Background: an optimization exercise with open tools, aiming at small area. Do not read the settings as production practice.
Only simulation tests tie the RTL to the original design; equivalence was not proved.
No activity file was given, so power comes from the tool's default toggle rates.

job 7826:
==> flow/design.v <==
module smbee_engine (
    input  wire        clk,
    input  wire        rst,           
    input  wire        tick,          
    input  wire        btn_n,         
    output wire [15:0] prog_addr,     
    input  wire [23:0] prog_data,     
    input  wire [15:0] prog_len,      
    output reg  [7:0]  duty_a,
    output reg  [7:0]  duty_b,
    output reg  [1:0]  dir,
    output reg         pol,
    output wire        pwm_en,
    output wire        halted,
    output wire        fault,
    output wire [2:0]  fault_code
);
    localparam [3:0] S_BOOT = 4'd11,
                     S_FETCH = 4'd3,
                     S_SHOW0 = 4'd10,
                     S_SHOW1 = 4'd14,
                     S_SHOW2 = 4'd7,
                     S_WARM = 4'd4,
                     S_WPOLL = 4'd0,
                     S_WDONE = 4'd6,
                     S_DB1 = 4'd1,
                     S_DBREL = 4'd15,
                     S_DB2 = 4'd5,
                     S_PREP = 4'd2,
                     S_ARMS = 4'd9,
                     S_ASLEEP = 4'd13,
                     S_FAULT = 4'd8;
    reg [15:0] tick_cnt;
    reg [15:0] pc;
    reg [3:0]  rate_a, rate_b;    
    reg        anti_a, anti_b;
    reg        en;                
    reg        repeat_en;
    reg        btn_q;
    reg [3:0]  state;
    reg [15:0] cnt;
    reg [2:0]  pat;
    assign prog_addr = pc;
    assign pwm_en    = en;
    assign halted    = (state == S_ASLEEP);
    assign fault     = (state == S_FAULT);
    assign fault_code = fault ? cnt[2:0] : 3'd0;    
    wire [10:0] wds = cnt[10:0];    
    wire [4:0]  wsub = cnt[15:11];  
    function [2:0] check_brightness;
        input [7:0] x;
        begin
            if (!x[7])
                check_brightness = (x[6:0] > 7'd100) ? 3'd3 : 3'd0;
            else if (x[5:4] != 2'b00)
                check_brightness = 3'd4;
            else if (x[3:0] == 4'd0)
                check_brightness = 3'd5;
            else if (x[3:0] > 4'd13)
                check_brightness = 3'd6;
            else
                check_brightness = 3'd0;
        end
    endfunction
    wire [23:0] w = prog_data;
    wire is_show = (w[23:19] == 5'b00010);
    wire is_wait = (w[23:16] == 8'h20);
    wire is_end  = (w == 24'h300000);
    wire [2:0] chk_a = check_brightness(w[15:8]);
    wire [2:0] chk_b = check_brightness(w[7:0]);
    reg  [2:0] cmd_code;
    always @* begin
        if (is_show) begin
            if (w[18:16] == 3'b100)  cmd_code = 3'd2;
            else if (chk_a != 3'd0)  cmd_code = chk_a;
            else                     cmd_code = chk_b;
        end else if (is_wait) begin
            cmd_code = (w[15:0] > 16'd1310) ? 3'd7 : 3'd0;
        end else if (is_end) begin
            cmd_code = 3'd0;
        end else begin
            cmd_code = 3'd1;
        end
    end
    wire in_range = (pc != prog_len);
    wire [6:0] conv_in = (state == S_SHOW0) ? cnt[6:0] : cnt[14:8];
    wire [6:0] conv_pp = conv_in + (conv_in[0] ? 7'd10 : 7'd0);
    wire [2:0] conv_e  = (conv_pp >= 7'd100) ? 3'd5 : (conv_pp >= 7'd80) ? 3'd4 :
                         (conv_pp >= 7'd60)  ? 3'd3 : (conv_pp >= 7'd40) ? 3'd2 :
                         (conv_pp >= 7'd20)  ? 3'd1 : 3'd0;
    wire [7:0] conv_out = {conv_in, 1'b0} + {2'b00, conv_in[6:1]} + {5'b00000, conv_e};
    function [7:0] wave;
        input [3:0] idx;
        reg   [2:0] t;
        reg         top;
        begin
            t    = idx[3] ? (3'd0 - idx[2:0]) : idx[2:0];
            top  = idx[3] && (idx[2:0] == 3'd0);
            wave = {t | {3{top}}, {5{top}}};
        end
    endfunction
    function [3:0] window;
        input [15:0] v;
        input [3:0]  r;
        input        anti;
        reg   [16:0] w0;
        reg   [10:0] x;
        reg   [6:0]  y;
        reg   [4:0]  z;
        reg   [3:0]  o;
        integer k;
        begin
            w0 = {v, 1'b0};
            x[0] = w0[8];
            for (k = 1; k <= 8; k = k + 1) x[k] = r[3] ? w0[k+8] : w0[k];
            x[9]  = w0[9];
            x[10] = w0[10];
            for (k = 0; k <= 6; k = k + 1) y[k] = r[2] ? x[k+4] : x[k];
            for (k = 0; k <= 4; k = k + 1) z[k] = r[1] ? y[k+2] : y[k];
            for (k = 0; k <= 3; k = k + 1) o[k] = r[0] ? z[k+1] : z[k];
            window = {o[3] ^ anti, o[2:0]};
        end
    endfunction
    wire fetch_end  = !in_range || is_end;
    wire sleep_now  = (state == S_FETCH && fetch_end && !repeat_en) ||
                      (state == S_WPOLL && !btn_n);
    wire do_tick    = tick && en && !sleep_now;
    wire wzero      = (wds == 11'd0) && (wsub == 5'd0);
    wire sub_zero   = (wsub == 5'd0);
    wire [4:0] sub_dec = sub_zero ? 5'd24 : wsub - 5'd1;
    wire boot_show  = (pc == 16'd0);   
    wire       set_a = (state == S_SHOW1) && pat[0];
    wire       set_b = (state == S_SHOW1) && pat[1];
    wire [3:0] m_rate_a = set_a ? (cnt[15] ? cnt[11:8] : 4'd0) : rate_a;
    wire       m_anti_a = set_a ? cnt[14] : anti_a;
    wire [3:0] m_rate_b = set_b ? (btn_q ? cnt[3:0] : 4'd0) : rate_b;
    wire       m_anti_b = set_b ? cnt[6] : anti_b;
    reg [3:0]  n_state;
    reg [15:0] n_cnt;
    reg [15:0] n_pc;
    reg        n_en, n_rep, n_pol, n_btn;
    reg [1:0]  n_dir;
    reg [2:0]  n_pat;
    reg [7:0]  n_duty_a, n_duty_b;
    reg        wake;
    always @* begin
        n_state  = state;
        n_cnt    = cnt;
        n_pc     = pc;
        n_en     = en;
        n_rep    = repeat_en;
        n_pol    = pol;
        n_dir    = dir;
        n_pat    = pat;
        n_btn    = btn_n;
        n_duty_a = duty_a;
        n_duty_b = duty_b;
        wake     = 1'b0;
        case (state)
            S_BOOT: begin
                if (btn_n) begin
                    n_state       = S_DB1;
                    n_cnt[15:11]  = 5'd15;
                end else if (tick_cnt >= 16'd250) begin
                    n_rep   = 1'b1;
                    n_state = S_SHOW0;
                    n_pat   = 3'd3;
                    n_cnt   = 16'h6464;
                end
            end
            S_FETCH: begin
                n_cnt = prog_data[15:0];
                n_pat = prog_data[18:16];
                if (!fetch_end && cmd_code != 3'd0) begin
                    n_state    = S_FAULT;
                    n_cnt[2:0] = cmd_code;
                end else if (!fetch_end) begin
                    n_pc    = pc + 16'd1;
                    n_state = is_show ? S_SHOW0 : S_WARM;
                end else if (repeat_en) begin
                    n_pc    = 16'd0;
                end else begin
                    n_en    = 1'b0;
                    n_state = S_PREP;
                end
            end
            S_SHOW0: begin
                n_dir   = 2'b00;
                n_btn   = cnt[7];
                if (!cnt[7]) n_cnt[7:0] = conv_out;
                n_state = S_SHOW1;
            end
            S_SHOW1: begin
                n_pol = pat[2];
                if (pat[0] && !cnt[15]) n_duty_a = conv_out;
                if (pat[1] && !btn_q)   n_duty_b = cnt[7:0];
                n_state = S_SHOW2;
            end
            S_SHOW2: begin
                n_dir = pat[1:0];
                if (boot_show) begin
                    n_state      = S_DB1;
                    n_cnt[15:11] = 5'd15;
                end else begin
                    n_state = S_FETCH;
                end
            end
            S_WARM, S_WPOLL: begin
                if (state == S_WPOLL && !btn_n) begin
                    n_en    = 1'b0;
                    n_state = S_PREP;
                end else begin
                    n_state = S_WPOLL;
                    if (do_tick) begin
                        if (wzero) n_state = S_WDONE;
                        n_cnt[15:11] = sub_dec;
                        if (sub_zero) n_cnt[10:0] = wds - 11'd1;
                    end
                end
            end
            S_WDONE: n_state = S_FETCH;
            S_DB1, S_DB2: begin
                n_cnt[15:11] = sub_dec;
                if (sub_zero) begin
                    if (state == S_DB1) n_state = S_DBREL;
                    else                n_state = en ? S_FETCH : S_ARMS;
                end
            end
            S_DBREL: begin
                n_cnt[15:11] = 5'd15;
                if (btn_n) n_state = S_DB2;
            end
            S_PREP: begin
                n_dir        = 2'b00;
                n_cnt[15:11] = 5'd15;
                n_state      = S_DB1;
            end
            S_ARMS: n_state = S_ASLEEP;
            S_ASLEEP: wake = btn_q && !btn_n;
            default: ;   
        endcase
        if (do_tick) begin
            if (m_rate_a != 4'd0) n_duty_a = wave(window(tick_cnt, m_rate_a, m_anti_a));
            if (m_rate_b != 4'd0) n_duty_b = wave(window(tick_cnt, m_rate_b, m_anti_b));
        end
    end
    always @(posedge clk) begin
        btn_q  <= n_btn;
        cnt    <= n_cnt;
        pat    <= n_pat;
        anti_a <= m_anti_a;
        anti_b <= m_anti_b;
        if (rst || wake) begin
            tick_cnt   <= 16'd0;
            pc         <= 16'd0;
            rate_a     <= 4'd0;
            rate_b     <= 4'd0;
            duty_a     <= 8'h00;
            duty_b     <= 8'h00;
            dir        <= 2'b00;
            pol        <= 1'b0;
            en         <= 1'b1;
            repeat_en  <= 1'b0;
            state      <= S_BOOT;
        end else begin
            if (do_tick) tick_cnt <= tick_cnt + 16'd1;
            pc         <= n_pc;
            rate_a     <= m_rate_a;
            rate_b     <= m_rate_b;
            duty_a     <= n_duty_a;
            duty_b     <= n_duty_b;
            dir        <= n_dir;
            pol        <= n_pol;
            en         <= n_en;
            repeat_en  <= n_rep;
            state      <= n_state;
        end
    end
endmodule
Settings: LEC_CHECK=0, CAP_MARGIN=20, CORE_MARGIN=2, CORE_UTILIZATION=70, CTS_BUF_LIST=sky130_fd_sc_hd__clkbuf_4 sky130_fd_sc_hd__clkbuf_8, PLACE_DENSITY=0.8, SLEW_MARGIN=20; clock period 15.0 ns.
standard.sh (not shown) runs the stock make flow with config.mk's settings and CLKGATE_MAP_FILE= SYNTH_SCRIPT=/design/flow/synth_recipe.tcl, a recipe that flattens the netlist after the stock synthesis.
==> flow/flow/run.sh <==
#!/bin/bash
# Standard ORFS layout, with plain buf_1 cells as port buffers and power
# recovery (downsizing of non-critical cells) after global routing.
set -euo pipefail
bash standard.sh "BUFFER_PORTS_ARGS=-buffer_cell sky130_fd_sc_hd__buf_1" finish > standard.log 2>&1
For job 6343, these inputs were changed with respect to job 7826:
- CTS_BUF_LIST: sky130_fd_sc_hd__clkbuf_4 sky130_fd_sc_hd__clkbuf_8 -> unset
In terms of routed wire length, job 6343 and job 7826 differ only marginally. Actual transition at the worst max-transition pin in job 6343 vs job 7826: down 21 ps. Diff job 7826..job 6343 | total leakage power | negligible. Comparing job 6343 with job 7826, the post-cts hold buffer count came out essentially unchanged. Diff job 7826..job 6343 | fraction of layout instances using a drive strength above 1 | unchanged. Job 6343: full flow OK, the timing, DRC and antenna checks passed. Job 6343 vs job 7826 — clock-net power dropped by a few percent. From job 7826 to job 6343 the numbers moved as follows: total power went down, combinational share of power went up, global-route usage did not really move. Maximum operating frequency of job 7826 is on par with job 6343. Comparing job 7826 and job 6343, the lower count of clock-buffer cells in the layout is on job 7826.

-- what the ideal ports hide --
No port has a modelled driver above. Below, the same layouts with a new extraction and two added sets of constraints.
Step 1 assumes that a clkbuf_16 drives the clock port and a buf_2 every other input.
Step 2, shift: input delay + t, output delay - t, t = (earliest + latest rising clock arrival at the registers) / 2. This alone moves slack from input paths to output paths.
Three values: ideal, step 1, step 2; two values: the first two.
run	t (ns)	setup slack, ns	hold WS [ns]	worst register clock-pin slew, ns
job 7826	0.395	8.822 / 8.822 / 8.822	0.473 / 0.473 / 0.473	0.10 / 0.10
job 6343	0.394	8.812 / 8.812 / 8.812	0.473 / 0.473 / 0.473	0.10 / 0.10
After both steps setup and hold are still met in every run listed.
